This design comes from an exercise in tuning for small area on the open sky130 flow, not from production work. Function was checked by simulation only, so behaviour that the tests miss may differ from the original. Power figures rest on the tool's default switching activity, not on a simulated workload.

==> design/flow/design.v <==
module dscpi_core (
    input  wire         clk,
    input  wire         rst_n,
    input  wire         tick,
    input  wire         latch,
    input  wire [3:0]   q,
    input  wire         offhook,
    input  wire         hw_fault,
    output wire [1:0]   tone_class,
    output wire         tone_en,
    output wire [15:0]  tone_on,
    output wire [15:0]  tone_range,
    input  wire         cmd_valid,
    input  wire [1:0]   cmd_op,
    input  wire [7:0]   cmd_arg,
    input  wire [127:0] cmd_frame,
    output reg          rsp_valid,
    output reg  [1:0]   rsp_code,
    output wire [158:0] status
);
    localparam [2:0] LS_IDLE  = 3'd0,
                     LS_AWAIT = 3'd1,
                     LS_HS    = 3'd2,
                     LS_RX    = 3'd3,
                     LS_ACK   = 3'd4;
    localparam [1:0] TONE_NONE = 2'd0,
                     TONE_DIAL = 2'd1,
                     TONE_KISS = 2'd2;
    localparam [1:0] CMD_GET_STATUS = 2'd0,
                     CMD_SET_DEBUG  = 2'd1,
                     CMD_RESET      = 2'd2,
                     CMD_INJECT     = 2'd3;
    localparam [1:0] RSP_OK     = 2'd0,
                     RSP_BUSY   = 2'd1,
                     RSP_HALTED = 2'd2;
    localparam [7:0] SYM_ERROR = 8'h3F;
    localparam [9:0] T_OFFHOOK   = 10'd1000;
    localparam [9:0] T_HANDSHAKE = 10'd550;
    localparam [9:0] T_SAMPLE    = 10'd50;
    localparam [9:0] T_KISSOFF   = 10'd800;
    localparam [15:0] DIAL_ON    = 16'd1136;
    localparam [15:0] DIAL_RANGE = 16'd2273;
    localparam [15:0] KISS_ON    = 16'd357;
    localparam [15:0] KISS_RANGE = 16'd714;
    function [7:0] decode;
        input [3:0] r;
        begin
            case (r)
                4'd0:    decode = 8'h44;           
                4'd10:   decode = 8'h30;           
                4'd11:   decode = 8'h2A;           
                4'd12:   decode = 8'h23;           
                4'd13:   decode = 8'h41;           
                4'd14:   decode = 8'h42;           
                4'd15:   decode = 8'h43;           
                default: decode = 8'h30 + {4'd0, r};  
            endcase
        end
    endfunction
    function [7:0] sym_of_byte;
        input [7:0] b;
        begin
            if ((b >= 8'h30 && b <= 8'h39) || b == 8'h2A || b == 8'h23 ||
                (b >= 8'h41 && b <= 8'h44) || b == 8'h3F)
                sym_of_byte = b;
            else
                sym_of_byte = SYM_ERROR;
        end
    endfunction
    function [3:0] weight;
        input [7:0] s;
        begin
            case (s)
                8'h31, 8'h32, 8'h33, 8'h34, 8'h35,
                8'h36, 8'h37, 8'h38, 8'h39: weight = s[3:0];
                8'h30:   weight = 4'd10;
                8'h2A:   weight = 4'd11;
                8'h23:   weight = 4'd12;
                8'h41:   weight = 4'd13;
                8'h42:   weight = 4'd14;
                8'h43:   weight = 4'd15;
                default: weight = 4'd0;
            endcase
        end
    endfunction
    function checksum_ok;
        input [127:0] f;
        integer i;
        reg [7:0] sum;
        reg       all_weighted;
        begin
            sum = 8'd0;
            all_weighted = 1'b1;
            for (i = 0; i < 16; i = i + 1) begin
                sum = sum + {4'd0, weight(f[8*i +: 8])};
                if (weight(f[8*i +: 8]) == 4'd0)
                    all_weighted = 1'b0;
            end
            checksum_ok = all_weighted && (sum % 8'd15 == 8'd0);
        end
    endfunction
    function [2:0] clamp_debug;
        input [7:0] v;
        begin
            if (v[7])
                clamp_debug = 3'd0;
            else if (v > 8'd5)
                clamp_debug = 3'd5;
            else
                clamp_debug = v[2:0];
        end
    endfunction
    reg [7:0]   cur_sym;
    reg [1:0]   tone_q;
    reg [2:0]   line_state;
    reg [9:0]   timer;
    reg         fa_active;
    reg [4:0]   fa_count;
    reg [127:0] fa_buf;
    reg         last_valid;
    reg [127:0] last_frame;
    reg         checksum_valid;
    reg [4:0]   err_cause;
    reg [2:0]   debug_level;
    reg [15:0]  status_version;
    reg         halted;
    reg         latch_q;         
    reg [1:0]   t_tone;
    reg [2:0]   t_line_state;
    reg [9:0]   t_timer;
    reg         t_fa_active;
    reg [4:0]   t_fa_count;
    reg [127:0] t_fa_buf;
    reg         t_last_valid;
    reg [127:0] t_last_frame;
    reg         t_checksum_valid;
    reg [4:0]   t_err_cause;
    reg         t_finalize;
    reg         t_sample;
    reg         t_cv;
    reg [1:0]   c_tone;
    reg [2:0]   c_line_state;
    reg [9:0]   c_timer;
    reg         c_fa_active;
    reg [4:0]   c_fa_count;
    reg [127:0] c_fa_buf;
    reg         c_last_valid;
    reg [127:0] c_last_frame;
    reg         c_checksum_valid;
    reg [4:0]   c_err_cause;
    reg [2:0]   c_debug_level;
    reg         c_finalize;
    reg [1:0]   c_rsp_code;
    reg [127:0] inj_frame;
    reg         inj_cv;
    reg         tick_changed;
    reg         cmd_changed;
    reg [15:0]  n_status_version;
    reg [7:0]   n_cur_sym;
    integer i;
    always @* begin
        t_tone           = tone_q;
        t_line_state     = line_state;
        t_timer          = timer;
        t_fa_active      = fa_active;
        t_fa_count       = fa_count;
        t_fa_buf         = fa_buf;
        t_last_valid     = last_valid;
        t_last_frame     = last_frame;
        t_checksum_valid = checksum_valid;
        t_err_cause      = err_cause;
        t_finalize       = 1'b0;
        t_sample         = 1'b0;
        t_cv             = 1'b0;
        if (!halted && tick) begin
            if (hw_fault)
                t_err_cause[3] = 1'b1;
            case (line_state)
                LS_IDLE: begin
                    if (!hw_fault) begin
                        if (offhook) begin
                            t_tone       = TONE_NONE;
                            t_line_state = LS_AWAIT;
                            t_timer      = T_OFFHOOK;
                        end else begin
                            t_tone       = TONE_DIAL;
                        end
                    end
                end
                LS_AWAIT: begin
                    if (timer > 10'd1) begin
                        t_timer = timer - 10'd1;
                    end else begin
                        t_line_state = LS_HS;
                        t_timer      = T_HANDSHAKE;
                    end
                end
                LS_HS: begin
                    if (timer > 10'd1) begin
                        t_timer = timer - 10'd1;
                    end else begin
                        t_line_state = LS_RX;
                        t_fa_active  = 1'b1;       
                        t_fa_count   = 5'd0;
                        t_sample     = 1'b1;
                        t_timer      = T_SAMPLE;
                    end
                end
                LS_RX: begin
                    if (timer > 10'd1) begin
                        t_timer = timer - 10'd1;
                    end else if (fa_count < 5'd16) begin
                        t_sample = 1'b1;
                        t_timer  = T_SAMPLE;
                    end else begin
                        t_tone       = TONE_KISS;
                        t_line_state = LS_ACK;
                        t_timer      = T_KISSOFF;
                    end
                end
                LS_ACK: begin
                    if (timer > 10'd1) begin
                        t_timer = timer - 10'd1;
                    end else begin
                        t_tone = TONE_NONE;
                        if (offhook) begin
                            t_line_state = LS_AWAIT;
                            t_timer      = T_OFFHOOK;
                        end else begin
                            t_line_state = LS_IDLE;
                            t_timer      = 10'd0;
                        end
                    end
                end
                default: ;
            endcase
            if (t_sample) begin
                t_fa_buf[8*t_fa_count[3:0] +: 8] = cur_sym;
                t_fa_count = t_fa_count + 5'd1;
                if (cur_sym == SYM_ERROR)
                    t_err_cause[0] = 1'b1;
                if (t_fa_count == 5'd16) begin
                    t_cv             = checksum_ok(t_fa_buf);
                    t_last_frame     = t_fa_buf;
                    t_last_valid     = 1'b1;
                    t_checksum_valid = t_cv;
                    if (!t_cv)
                        t_err_cause[1] = 1'b1;
                    t_fa_active      = 1'b0;
                    t_finalize       = 1'b1;
                end
            end
        end
        tick_changed = t_finalize ||
                       t_line_state != line_state ||
                       t_last_valid != last_valid ||
                       t_last_frame != last_frame ||
                       t_checksum_valid != checksum_valid ||
                       t_err_cause != err_cause;
        n_cur_sym = cur_sym;
        if (!halted && latch && !latch_q)
            n_cur_sym = decode(q);
        c_tone           = t_tone;
        c_line_state     = t_line_state;
        c_timer          = t_timer;
        c_fa_active      = t_fa_active;
        c_fa_count       = t_fa_count;
        c_fa_buf         = t_fa_buf;
        c_last_valid     = t_last_valid;
        c_last_frame     = t_last_frame;
        c_checksum_valid = t_checksum_valid;
        c_err_cause      = t_err_cause;
        c_debug_level    = debug_level;
        c_finalize       = 1'b0;
        c_rsp_code       = RSP_OK;
        for (i = 0; i < 16; i = i + 1)
            inj_frame[8*i +: 8] = sym_of_byte(cmd_frame[8*i +: 8]);
        inj_cv = checksum_ok(inj_frame);
        if (cmd_valid) begin
            if (halted) begin
                if (cmd_op != CMD_GET_STATUS)
                    c_rsp_code = RSP_HALTED;
            end else begin
                case (cmd_op)
                    CMD_GET_STATUS: ;
                    CMD_SET_DEBUG: begin
                        c_debug_level = clamp_debug(cmd_arg);
                    end
                    CMD_RESET: begin
                        c_tone       = TONE_NONE;
                        c_line_state = LS_IDLE;
                        c_timer      = 10'd0;
                        c_fa_active  = 1'b0;
                        c_fa_count   = 5'd0;
                        c_err_cause  = 5'd0;
                    end
                    CMD_INJECT: begin
                        if (t_fa_active) begin
                            c_rsp_code = RSP_BUSY;
                        end else begin
                            c_fa_buf   = inj_frame;
                            c_fa_count = 5'd16;
                            for (i = 0; i < 16; i = i + 1)
                                if (inj_frame[8*i +: 8] == SYM_ERROR)
                                    c_err_cause[0] = 1'b1;
                            c_last_frame     = inj_frame;
                            c_last_valid     = 1'b1;
                            c_checksum_valid = inj_cv;
                            if (!inj_cv)
                                c_err_cause[1] = 1'b1;
                            c_fa_active      = 1'b0;
                            c_finalize       = 1'b1;
                        end
                    end
                endcase
            end
        end
        cmd_changed = c_finalize ||
                      c_line_state != t_line_state ||
                      c_last_valid != t_last_valid ||
                      c_last_frame != t_last_frame ||
                      c_checksum_valid != t_checksum_valid ||
                      c_err_cause != t_err_cause ||
                      c_debug_level != debug_level;
        n_status_version = status_version + {15'd0, tick_changed}
                                          + {15'd0, cmd_changed};
    end
    always @(posedge clk) begin
        latch_q <= latch;
    end
    always @(posedge clk) begin
        if (!rst_n) begin
            cur_sym        <= SYM_ERROR;
            tone_q         <= TONE_NONE;
            line_state     <= LS_IDLE;
            timer          <= 10'd0;
            fa_active      <= 1'b0;
            fa_count       <= 5'd0;
            fa_buf         <= {16{SYM_ERROR}};
            last_valid     <= 1'b0;
            last_frame     <= {16{SYM_ERROR}};
            checksum_valid <= 1'b0;
            err_cause      <= hw_fault ? 5'b01000 : 5'b00000;
            debug_level    <= 3'd0;
            status_version <= 16'd0;
            halted         <= hw_fault;
            rsp_valid      <= 1'b0;
            rsp_code       <= RSP_OK;
        end else begin
            cur_sym        <= n_cur_sym;
            tone_q         <= c_tone;
            line_state     <= c_line_state;
            timer          <= c_timer;
            fa_active      <= c_fa_active;
            fa_count       <= c_fa_count;
            fa_buf         <= c_fa_buf;
            last_valid     <= c_last_valid;
            last_frame     <= c_last_frame;
            checksum_valid <= c_checksum_valid;
            err_cause      <= c_err_cause;
            debug_level    <= c_debug_level;
            status_version <= n_status_version;
            rsp_valid      <= cmd_valid;
            rsp_code       <= c_rsp_code;
        end
    end
    assign tone_class = tone_q;
    assign tone_en    = (tone_q != TONE_NONE);
    assign tone_on    = (tone_q == TONE_DIAL) ? DIAL_ON :
                        (tone_q == TONE_KISS) ? KISS_ON : 16'd0;
    assign tone_range = (tone_q == TONE_DIAL) ? DIAL_RANGE :
                        (tone_q == TONE_KISS) ? KISS_RANGE : 16'd0;
    assign status = {halted,                
                     debug_level,           
                     err_cause,             
                     (err_cause != 5'd0),   
                     checksum_valid,        
                     last_valid,            
                     line_state,            
                     status_version,        
                     last_frame};           
endmodule
==> design/flow/run.sh <==
#!/bin/bash
# synth_recipe.tcl (not shown) runs the flow's synth.tcl, then flattens the netlist and writes it again
# the make line also repeats each setting of config.mk as NAME=value (left out here)
make -C /OpenROAD-flow-scripts/flow DESIGN_CONFIG=/design/flow/config.mk WORK_HOME=/design/flow/orfs CLKGATE_MAP_FILE= SYNTH_SCRIPT=/design/flow/synth_recipe.tcl finish
==> design/flow/config.mk <==
export PLATFORM = sky130hd
export DESIGN_NAME = dscpi_core
export DESIGN_NICKNAME = dscpi_core
export VERILOG_FILES = /design/flow/design.v
export SDC_FILE = /design/flow/constraint.sdc
export NUM_CORES = 4
export LEC_CHECK = 0
export CAP_MARGIN = 20
export CORE_MARGIN = 2
export CORE_UTILIZATION = 40
export SLEW_MARGIN = 20
==> design/flow/constraint.sdc <==
create_clock -name core_clock -period 20.0 [get_ports {clk}]
set_input_delay 4.0000 -clock core_clock [delete_from_list [all_inputs] [get_ports {clk}]]
set_output_delay 4.0000 -clock core_clock [all_outputs]
set_load 0.01 [all_outputs]
==> metrics.md <==
| Metric | Value |
|---|---|
| CP Data Required Time | 20.43 ns |
| Initial DRC Count | 3630 |
| Initial Util | 40.6% |
| Max H-tree Level | 2 |
| Largest cells by area after synthesis | dfxtp_1 (22%), fa_1 (7.4%), o21ai_0 (6.8%), nor2_1 (6.0%), nand2_1 (5.6%) |
| Largest area contributor in the netlist | dfxtp_1 |
| Setup repair bufs after CTS | 0 |
| Clk pin slew, worst setup/hold paths | 0.07 ns |
| Area grow syn2layout | 17.1% |
| Die ar. | 73500 um2 |
| Final wirelength | 121000 um |
| Drt drc | 0 |
| Pleak | 0.0131 uW |
| Final Wtd Congestion | 1.03 |
| Crit path largest cell delay | 0.73 ns |
| Clock sinks | 315 |
| Synth warnings | 1 |
| CTS Buf Count | 38 |
| Largest net degree at the start of global routing | 79 |
| Synth top area share | 22.0% |
| Post-Place Setup Slack | 4.06 ns |
| Crit path arrival time | 15.96 ns |
| # IOs | 346 |
| Post-Syn Instances | 3940 |
| Slew @ Worst Pin | 1.12 ns |
| Slew Limit Fails | 0 |
| Tmin final | 15.53 ns |
| IO Port Bufs | 328 |
| CP Class | input port to flip-flop |
| Setup violators final | 0 |
| Register area share after synthesis | 22.1% |
| Top cells by count, synth | nor2_1 (453), nand2_1 (425), o21ai_0 (388), dfxtp_1 (314), a21oi_1 (310) |
| Final setup skew | 0.0148 ns |
| Worst-Skew Late Latency | 0.58 ns |
| Multi-input logic area | 20300 um2 |
| Hold Fails Final Rpt | 0 |
| CP max stage cell | a31oi_1 |
| Distinct cells, synth | 118 |
| IR Drop Worst-Case VDD | 0.0000519 V |
| Post-DP HPWL | 92000 um |
| Die Span Y | 271 um |
| Ys flop type | dfxtp_1 |
| Die X | 271 um |
| RSZ-0062 raised after global routing | no |
| Worst slew margin | 24.6% |
| Post-placement cell count | 4961 |
| Max Cap Viol | 0 |
| # hold bufs at CTS | 0 |
| Met2 usage | 47.5% |
| Startpoint type of the worst setup path | input port |
| Core footprint | 70300 um2 |
| Num rows | 97 |
| Post-route antenna net violation count | 0 |
| CP Max Fanout | 12 |
| Post-CTS sizing | 0 |
| CTS tree | done |
| Final #Nets | 4364 |
| Gr ovfl total | 0 |
| Setup ws final | 4.47 ns |
| Fill cells | 7103 |
| Share of cells above drive strength 1 | 6.04% |
| Routed via count | 31.0k |
| Synthesized cell area | 28500 um2 |
| FMAX | 64.4 MHz |
| Synth Register Bits | 315 |
| Vias in the first global route | 28.0k |
| Root Driver | clkbuf_16 |
| Number of enable flip-flop cells after synthesis | 1 |
| M1 GR Usage | 45.2% |
| Antenna violations before repair | 4 |
| TNS Setup | 0 ns |
| Asr flop ratio synth | 0% |
| Total power | 1900 uW |
| Final period utilization | 77.6% |
| Critical Path End Type | flip-flop |
| Most repeated cell in the gate-level netlist after synthesis | nor2_1 |
| Mean Syn Cell Area | 7.24 um2 |
| Gr usage total | 31.6% |
| Drt first pass iters | 7 |
| Worst hold path type | flip-flop to flip-flop |
| Non-filler cells in the finished layout | 5032 |
| Global route hottest layer | met2 |
| Power Density | 56.8 nW/um2 |
| Vias per cell | 6.17 |
| Clock Tree Buf Depth | 3 |
| First-pass GRT wire length | 179000 um |
| Most used cell, CP | fa_1 |
| Status | complete, no violations |
| WL/cell | 24.1 um |
| Storage element area | 6320 um2 |
| Met3 Usage GRT | 5.33% |
[stage by stage]
stage | util [%] | hold slack (ns) | cell area [um2]
6_report | 47.5 | 0.454 | 33400
4_1_cts | 47.5 | 0.454 | 33400
3_5_place_dp | 45.6 | 0.448 | 32000
2_1_floorplan | - | 0.458 | 28600
3_3_place_gp | 45.5 | 0.440 | 32000
5_1_grt | 47.5 | 0.475 | 33400
[placed cells by master (no fill, tap or decap), types with 15 or more instances in the layout]
cell type	count
o21ai_0	388
mux2i_1	92
nor2b_1	92
nand2_1	424
o22ai_1	16
clkbuf_16	38
a211oi_1	126
clkdlybuf4s50_1	327
a21oi_1	310
and3_1	33
or3_1	20
conb_1	17
dfxtp_1	312
or2_2	24
ha_1	49
nand4_1	30
xnor2_1	20
a22oi_1	17
o211ai_1	56
nand3_1	89
a31oi_1	38
nor2_1	452
o31ai_1	19
xor2_1	28
nand2b_1	55
fa_1	105
o21ai_1	17
nor3_1	101
nor4_1	47
and2_1	15
a21o_1	56
mux2_2	35
nor3b_1	50
buf_4	46
inv_1	163
o21a_1	26
[power by group]
group	internal [uW]	switching (uW)	total, uW
Combinational	175	289	465
Sequential	639	18.0	657
Clock	465	310	775
Total	1280	618	1900
[area by class of cell]
class | instances | area share (%)
Antenna cell | 1 | 0.00749
Inverter | 167 | 1.88
Multi-Input combinational cell | 3166 | 60.8
Timing Repair Buffer | 373 | 10.8
Sequential cell | 315 | 18.9
Clock buffer | 49 | 3.15
Clock inverter | 21 | 0.921
Tap cell | 940 | 3.52
[state kept, by name (all words and copies together) (netlist names)]
| signal | cells |
|---|---|
| fa_buf | 128 |
| last_frame | 128 |
| status_version | 16 |
| timer | 10 |
| cur_sym | 7 |
| err_cause | 5 |
| fa_count | 5 |
| debug_level | 3 |
| line_state | 3 |
| rsp_code | 2 |
| tone_q | 2 |
| checksum_valid | 1 |
| fa_active | 1 |
| halted | 1 |
| last_valid | 1 |
| latch_q | 1 |
| rsp_valid | 1 |
[critical path: cells and delay by family]
kind | cells | cell delay (ns)
adder cells (fa/ha/maj) | 11 | 4.48
AO/OA/AOI/OAI | 9 | 2.52
AND/OR/NAND/NOR | 10 | 2.32
buffers and inverters | 5 | 1.07
multiplexers | 2 | 0.81
XOR/XNOR | 3 | 0.77
[cell families (layout without fill, tap and decap cells)]
kind of cell,Yosys count,in the layout,share of synthesized area [%]
fa+ha+maj,156,156,9.59
other cells,1,18,0.0131
xor+xnor,49,49,1.56
simple gates,1531,1531,26.0
buf+inv,475,610,7.14
mux,132,132,4.85
compound gates,1281,1281,28.7
flops,315,315,22.1
[metal layers]
| layer | part of all wire, % | wire length (um) | vias up |
|---|---|---|---|
| met2 | 43 | 52500 | 1490 |
| met5 | 0.016 | 20 | - |
| met1 | 43 | 52600 | 14900 |
| li1 | - | - | 14400 |
| met4 | 3.8 | 4600 | 2 |
| met3 | 9.5 | 11500 | 228 |
[worst paths after layout]
path	startpoint	end	slack [ns]	cells past startpoint
max reg2reg	line_state[1]$_SDFF_PN0_	status_version[12]$_SDFF_PN0_	4.50	50
max	cmd_frame[64]	err_cause[1]$_SDFF_PN0_	4.47	40
min reg2reg	last_frame[111]$_SDFF_PN0_	last_frame[111]$_SDFF_PN0_	0.45	2
min	last_frame[111]$_SDFF_PN0_	last_frame[111]$_SDFF_PN0_	0.45	2

-- re-timing with driven ports --
No port has a modelled driver above. Below, the same layout with a new extraction and two added sets of constraints. Step 1, drivers: a clkbuf_16 drives clk and a buf_2 each remaining input, both assumed. Step 2 times the ports against the registers' clock, not the clock port: input delays grow and output delays shrink by t, the midpoint of the rising clock arrivals with the driver on. Three values: ideal ports, drivers, drivers and shift; two values: the first two.
t (ns): 0.629
setup WS [ns]: 4.471 / 4.468 / 3.839
clock arrival spread, ns: 0.019 / 0.018
worst register clock-pin slew, ns: 0.07 / 0.07
After both steps setup and hold are still met in this run. The setup slack of this run moves by -0.003 ns with the drivers and by -0.632 ns with both steps.
